From an optimization exercise on the open Yosys and OpenROAD flow, aimed at a short achievable clock period and few clock cycles per item; shortcuts taken in it are not production practice. In this exercise RTL edits were held to simulation tests only and were not proved equivalent to the original. The clock input has no modelled driver; a real chip could not lean on it and would need a root buffer or a full tree. No activity file was given, so power comes from the tool's default toggle rates.

## job 101
Design fht8v_ook_codec, start of the top module:
module fht8v_ook_codec (
  input  wire        clk,
  input  wire        rst,
  input  wire        enc_in_valid,
  output wire        enc_in_ready,
  input  wire [47:0] enc_in_msg,
  output wire        enc_out_valid,
  input  wire        enc_out_ready,
  output wire [7:0]  enc_out_byte,
  output wire        enc_out_last,
  input  wire        dec_in_valid,
  output wire        dec_in_ready,
  input  wire [7:0]  dec_in_byte,
  input  wire        dec_in_last,
  input  wire        dec_in_strict,
  output wire        dec_out_valid,
  input  wire        dec_out_ready,
  output wire [47:0] dec_out_msg,
  output wire [1:0]  dec_out_err
);
  ook_encoder u_enc (
    .clk(clk), .rst(rst),
    .in_valid(enc_in_valid), .in_ready(enc_in_ready), .in_msg(enc_in_msg),
    .out_valid(enc_out_valid), .out_ready(enc_out_ready),
    .out_byte(enc_out_byte), .out_last(enc_out_last)
  );
  ook_decoder u_dec (
    .clk(clk), .rst(rst),
    .in_valid(dec_in_valid), .in_ready(dec_in_ready), .in_byte(dec_in_byte),
    .in_last(dec_in_last), .in_strict(dec_in_strict),
    .res_valid(dec_out_valid), .res_ready(dec_out_ready),
    .res_msg(dec_out_msg), .res_err(dec_out_err)
  );
endmodule
For scale: about 2,000 cells after synthesis, ~530 flip-flops, about 130 I/O pins.
==> flow/config.mk <==
export PLATFORM = sky130hd
export DESIGN_NAME = fht8v_ook_codec
export DESIGN_NICKNAME = fht8v_ook_codec
export VERILOG_FILES = /design/flow/design.v
export SDC_FILE = /design/flow/constraint.sdc
export NUM_CORES = 4
export LEC_CHECK = 0
export ABC_CLOCK_PERIOD_IN_PS = 1500
export CAP_MARGIN = 20
export CORE_MARGIN = 2
export CORE_UTILIZATION = 55
export CTS_BUF_LIST = sky130_fd_sc_hd__clkbuf_16 sky130_fd_sc_hd__clkbuf_8
export CTS_CLUSTER_DIAMETER = 60
export CTS_CLUSTER_SIZE = 24
export SETUP_SLACK_MARGIN = 3.3
export SLEW_MARGIN = 20
==> flow/constraint.sdc <==
create_clock -name core_clock -period 5.0 [get_ports {clk}]
set_input_delay 1.0000 -clock core_clock [delete_from_list [all_inputs] [get_ports {clk}]]
set_output_delay 1.0000 -clock core_clock [all_outputs]
set_load 0.01 [all_outputs]
standard.sh (not shown) runs the stock make flow with config.mk's settings and CLKGATE_MAP_FILE= SYNTH_SCRIPT=/design/flow/synth_recipe.tcl, a recipe that flattens the netlist after the stock synthesis.
==> flow/flow/run.sh <==
#!/bin/bash
set -euo pipefail
export PRE_CTS_TCL="$PWD/flow/mytree.tcl"
export MT_GROUP=24
export MT_ROOTS=4
export MT_BUF=sky130_fd_sc_hd__buf_12
bash standard.sh > standard_flow.log 2>&1
Other scripts of this flow, unchanged in this note and not shown: flow/flow/mytree.tcl
Testbench counts of job 101, summed over its fixed seeds: cycles 33,894, items 768.
The following lists how job 102 was set up differently from job 101:
--- a/flow/design.v
+++ b/flow/design.v
@@ -8233,20 +8233,21 @@
   reg [1:0]  d3e;
   reg [8:0]  pos;                  
   reg [5:0]  nby;                  
   reg        par;
   reg        d4v, d4l, d4q1, d4q2, d4d1, d4d2, d4f1, d4k1, d4f2, d4k2;
   reg [1:0]  d4e;
   reg        done;
   reg [47:0] msg;
   reg        rv;                   
   reg        rempty;               
+  reg        rfull;                
   reg [47:0] rmsg;
   reg [1:0]  rerr;
   reg [47:0] qmsg [0:QN-1];
   reg [1:0]  qerr [0:QN-1];
   reg [1:0]  qcnt;                 
   reg        wp, rp;
   reg [2:0]  pend;                 
   assign res_valid = rv;
   assign res_msg   = rmsg;
   assign res_err   = rerr;
@@ -8380,28 +8381,32 @@
       msg <= s5msg;
   end
   wire qfree = !qcnt[1];
   wire qpop  = (rempty || res_ready) && qcnt[0];
   always @(posedge clk) begin
     if (qfree) begin
       qmsg[wp] <= r6m;
       qerr[wp] <= r6e;
     end
     if (rst) begin
-      rv <= 1'b0; rempty <= 1'b1; qcnt <= 2'd0; wp <= 1'b0; rp <= 1'b0;
+      rv <= 1'b0; rempty <= 1'b1; rfull <= 1'b0; qcnt <= 2'd0; wp <= 1'b0; rp <= 1'b0;
       rmsg <= 48'd0; rerr <= E_OK;
     end else begin
       if (rempty || res_ready) begin
         rv     <= qcnt[0];
         rempty <= !qcnt[0];
-        rmsg   <= qmsg[rp];
-        rerr   <= qerr[rp];
+        rmsg[47:24] <= qmsg[rp][47:24];
+      end
+      if (!rfull || res_ready) begin
+        rfull       <= qcnt[0];
+        rmsg[23:0]  <= qmsg[rp][23:0];
+        rerr        <= qerr[rp];
       end
       if (qpop)
         rp <= !rp;
       if (r6v)
         wp <= !wp;
       if (r6v && !qpop)
         qcnt <= {qcnt[0], 1'b1};
       else if (!r6v && qpop)
         qcnt <= {1'b0, qcnt[1]};
     end
[summary]
Delta(register-to-register slack, job 102 - job 101) > 0. Sort job 101 and job 102 by area added between synthesis and finish desc -> top: job 101. Cmp job 101 and job 102 / logic gate share of total power / lower: job 101. Against job 101, synthesized netlist cell count in job 102 rose slightly. The faster design of the two is job 102; job 101 tops out lower.
Testbench counts of job 102, summed over its fixed seeds: cycles 33,894, items 768.
In every run of this note, the design's own scripts or RTL, not TritonCTS, make the clock network.

## static timing again, ports no longer ideal
The flow's constraints put no driver on any port. The routed layouts listed below were extracted and timed again, unchanged, in two steps. Step 1 (the two cells are an assumption about what drives the block):
set clk [get_ports {clk}]
set_driving_cell -lib_cell sky130_fd_sc_hd__clkbuf_16 $clk
set_driving_cell -lib_cell sky130_fd_sc_hd__buf_2 [delete_from_list [all_inputs] $clk]
Step 2 adds t to the input delays and takes it off the output delays; t is the mean of the earliest and latest rising clock arrival at the registers after step 1. Input paths then give back, and output paths get back, about the clock's delay inside the block. Slacks: ideal ports / drivers / drivers and shift; pairs: ideal ports / drivers.
run | t, ns | setup slack, ns | cell pins on the clock port's net
job 101 | 0.416 | 3.180 / 3.090 / 2.841 | 4
job 102 | 0.415 | 3.199 / 3.082 / 2.991 | 4
After both steps setup and hold are still met in every run listed. The setup slack of job 101, which loses most, moves by -0.090 ns with the drivers and by -0.339 ns with both steps.
